What follows belongs to an exercise in optimizing a design on an open flow for small area, a short achievable clock period and few clock cycles; a production flow would make more cautious choices.
The RTL was checked by simulation tests, not by an equivalence proof against the original design.
No activity file was given, so power comes from the tool's default toggle rates.

Setup of job 3294:
Design pwm_calc, start of the top module:
module pwm_calc #(
    parameter [31:0] OSC_HZ     = 32'd10000000,
    parameter [15:0] PRESCALE   = 16'd16,
    parameter integer RES       = 8,
    parameter [15:0] FREQ_SCALE = 16'd100
) (
    input  wire        clk,
    input  wire        rst,
    input  wire        req_valid,
    input  wire        req_write,
    input  wire [7:0]  req_off,
    input  wire [31:0] req_data,
    output reg         resp_valid,
    output reg  [1:0]  resp_code,
    output reg  [31:0] resp_data
);
Size: ~980 cells after synthesis, ~93 flip-flops, about 79 I/O pins, about 8000 um2 of cells after synthesis.
==> flow/config.mk <==
export PLATFORM = sky130hd
export DESIGN_NAME = pwm_calc
export DESIGN_NICKNAME = pwm_calc
export VERILOG_FILES = /design/flow/design.v
export SDC_FILE = /design/flow/constraint.sdc
export NUM_CORES = 4
export LEC_CHECK = 0
export CAP_MARGIN = 20
export CORE_MARGIN = 2
export CORE_UTILIZATION = 40
export CTS_BUF_LIST = sky130_fd_sc_hd__clkbuf_4 sky130_fd_sc_hd__clkbuf_8
export SETUP_SLACK_MARGIN = 3.5
export SLEW_MARGIN = 20
==> flow/constraint.sdc <==
create_clock -name core_clock -period 8.0 [get_ports {clk}]
set_input_delay 1.6000 -clock core_clock [delete_from_list [all_inputs] [get_ports {clk}]]
set_output_delay 1.6000 -clock core_clock [all_outputs]
set_load 0.01 [all_outputs]
run.sh (not shown) runs the stock make flow with config.mk's settings and CLKGATE_MAP_FILE= SYNTH_SCRIPT=/design/flow/synth_recipe.tcl, a recipe that flattens the netlist after the stock synthesis.
Testbench counts of job 3294, summed over its fixed seeds: cycles 8,596.
For job 6229, these inputs were changed with respect to job 3294:
# job 3294
export LEC_CHECK = 0
export CAP_MARGIN = 20
export CORE_MARGIN = 2
export CORE_UTILIZATION = 40
export CTS_BUF_LIST = sky130_fd_sc_hd__clkbuf_4 sky130_fd_sc_hd__clkbuf_8
export SETUP_SLACK_MARGIN = 3.5
export SLEW_MARGIN = 20
create_clock -name core_clock -period 8.0 [get_ports {clk}]
# job 6229
export LEC_CHECK = 0
export CAP_MARGIN = 20
export CORE_MARGIN = 2
export CORE_UTILIZATION = 40
export CTS_BUF_LIST = sky130_fd_sc_hd__clkbuf_4 sky130_fd_sc_hd__clkbuf_8
export SETUP_SLACK_MARGIN = 2.6
export SLEW_MARGIN = 20
create_clock -name core_clock -period 8.0 [get_ports {clk}]
[summary]
Relative to job 3294, the worst setup skew after layout of job 6229 is lower by 0.0079 ns. Per the comparison of job 6229 with job 3294, filler cell count in the final layout rose about 0.9%; design internal power fell 0.000033 W; final-layout worst hold slack about even. Diff job 3294 -> job 6229 | via-per-instance ratio | down slightly.
--- input diff job 6229..job 5338 ---
# job 6229
export LEC_CHECK = 0
export CAP_MARGIN = 20
export CORE_MARGIN = 2
export CORE_UTILIZATION = 40
export CTS_BUF_LIST = sky130_fd_sc_hd__clkbuf_4 sky130_fd_sc_hd__clkbuf_8
export SETUP_SLACK_MARGIN = 2.6
export SLEW_MARGIN = 20
create_clock -name core_clock -period 8.0 [get_ports {clk}]
# job 5338
export LEC_CHECK = 0
export CAP_MARGIN = 20
export CORE_MARGIN = 2
export CORE_UTILIZATION = 40
export CTS_BUF_LIST = sky130_fd_sc_hd__clkbuf_4 sky130_fd_sc_hd__clkbuf_8
export SETUP_SLACK_MARGIN = 3.2
export SLEW_MARGIN = 20
create_clock -name core_clock -period 8.0 [get_ports {clk}]
Notes after the runs:
Job 5338 vs job 6229 — area added between synthesis and finish rose 4.2 points. Relative to job 6229, the sequential share of layout area of job 5338 is lower by 0.84 points. Looking at the reports, job 5338 completed the entire flow and the layout it produced met the timing, design-rule and antenna checks. Comparing job 6229 against job 5338, there is no change at all in quantity of I/O buffers inserted on ports.
diff inputs: job 5338 => job 5556
# job 5338
export LEC_CHECK = 0
export CAP_MARGIN = 20
export CORE_MARGIN = 2
export CORE_UTILIZATION = 40
export CTS_BUF_LIST = sky130_fd_sc_hd__clkbuf_4 sky130_fd_sc_hd__clkbuf_8
export SETUP_SLACK_MARGIN = 3.2
export SLEW_MARGIN = 20
create_clock -name core_clock -period 8.0 [get_ports {clk}]
# job 5556
export LEC_CHECK = 0
export CAP_MARGIN = 20
export CORE_MARGIN = 2
export CORE_UTILIZATION = 40
export CTS_BUF_LIST = sky130_fd_sc_hd__clkbuf_4 sky130_fd_sc_hd__clkbuf_8
export SETUP_SLACK_MARGIN = 3.0
export SLEW_MARGIN = 20
export TNS_END_PERCENT = 0
create_clock -name core_clock -period 8.0 [get_ports {clk}]
Results
Changes observed in job 5556 relative to job 5338: fraction of power consumed by combinational cells increased 0.7 points; sum of buffers and inverters on the critical path decreased by 1 relative to the old numbers; share of total power consumed by net switching higher.
For job 5338, the global-route layer with the greatest usage was met2, unlike job 5556, where it was met1.
| total via count after detailed routing | higher: job 5338 |
What job 8695 does differently from job 5556 at the input level:
# job 5556
export LEC_CHECK = 0
export CAP_MARGIN = 20
export CORE_MARGIN = 2
export CORE_UTILIZATION = 40
export CTS_BUF_LIST = sky130_fd_sc_hd__clkbuf_4 sky130_fd_sc_hd__clkbuf_8
export SETUP_SLACK_MARGIN = 3.0
export SLEW_MARGIN = 20
export TNS_END_PERCENT = 0
create_clock -name core_clock -period 8.0 [get_ports {clk}]
# job 8695
export LEC_CHECK = 0
export CAP_MARGIN = 20
export CORE_MARGIN = 2
export CORE_UTILIZATION = 40
export CTS_BUF_LIST = sky130_fd_sc_hd__clkbuf_4 sky130_fd_sc_hd__clkbuf_8
export SETUP_SLACK_MARGIN = 3.25
export SLEW_MARGIN = 20
create_clock -name core_clock -period 8.0 [get_ports {clk}]
==> run summary <==
- Row worst hold slack: job 8695 lower / job 5556 higher
- Job 8695 gives more biggest cell delay along the critical path than job 5556 did.
- Of job 5556 and job 8695, the higher power belongs to job 8695.
- Diff job 5556 and job 8695: count of non-filler cells in the finished layout higher in job 8695
What job 5566 does differently from job 8695 at the input level:
# job 8695
export LEC_CHECK = 0
export CAP_MARGIN = 20
export CORE_MARGIN = 2
export CORE_UTILIZATION = 40
export CTS_BUF_LIST = sky130_fd_sc_hd__clkbuf_4 sky130_fd_sc_hd__clkbuf_8
export SETUP_SLACK_MARGIN = 3.25
export SLEW_MARGIN = 20
create_clock -name core_clock -period 8.0 [get_ports {clk}]
# job 5566
export LEC_CHECK = 0
export CAP_MARGIN = 20
export CORE_MARGIN = 2
export CORE_UTILIZATION = 40
export CTS_BUF_LIST = sky130_fd_sc_hd__clkbuf_4 sky130_fd_sc_hd__clkbuf_8
export SETUP_SLACK_MARGIN = 3.15
export SLEW_MARGIN = 20
create_clock -name core_clock -period 8.0 [get_ports {clk}]
==> comparison <==
- Job 5566 vs. job 8695: number of post-CTS setup repair buffers saw a decrease; leakage power saw a decrease; weighted congestion reported at the end of routability-driven placement saw a decrease.
- Job 5566 ended with less clock power share than job 8695.
- Going from job 8695 to job 5566, the maximum frequency was found to have gone up by 3.4 MHz.
- Against job 8695, worst setup slack in job 5566 came out better.
- Job 5566 -> job 8695: cell depth of the worst min-delay path flat

## afterwards: timing with drivers on the ports
Ports are ideal in the flow. The routed layouts listed here were re-timed in OpenROAD.
Step 1: set_driving_cell puts a clkbuf_16 on clk and a buf_2 on each other input, an assumption about the parent block.
Step 2 adds t to the input delays and takes it off the output delays; t is the mean of the earliest and latest rising clock arrival at the registers after step 1. Input paths then give back, and output paths get back, about the clock's delay inside the block.
Three values: ideal, step 1, step 2; two values: the first two.
run	t, ns	slack for setup (ns)	worst slew at a driven data input, ns
job 3294	0.422	3.122 / 3.054 / 3.054	0.08
job 6229	0.417	2.674 / 2.633 / 2.633	0.06
job 5338	0.418	3.097 / 3.013 / 2.749	0.09
job 5556	0.415	2.894 / 2.877 / 2.877	0.06
job 8695	0.409	3.068 / 3.037 / 3.037	0.07
job 5566	0.413	3.150 / 3.087 / 3.087	0.08
After both steps setup and hold are still met in every run listed. The setup slack of job 5338, which loses most, moves by -0.084 ns with the drivers and by -0.348 ns with both steps.
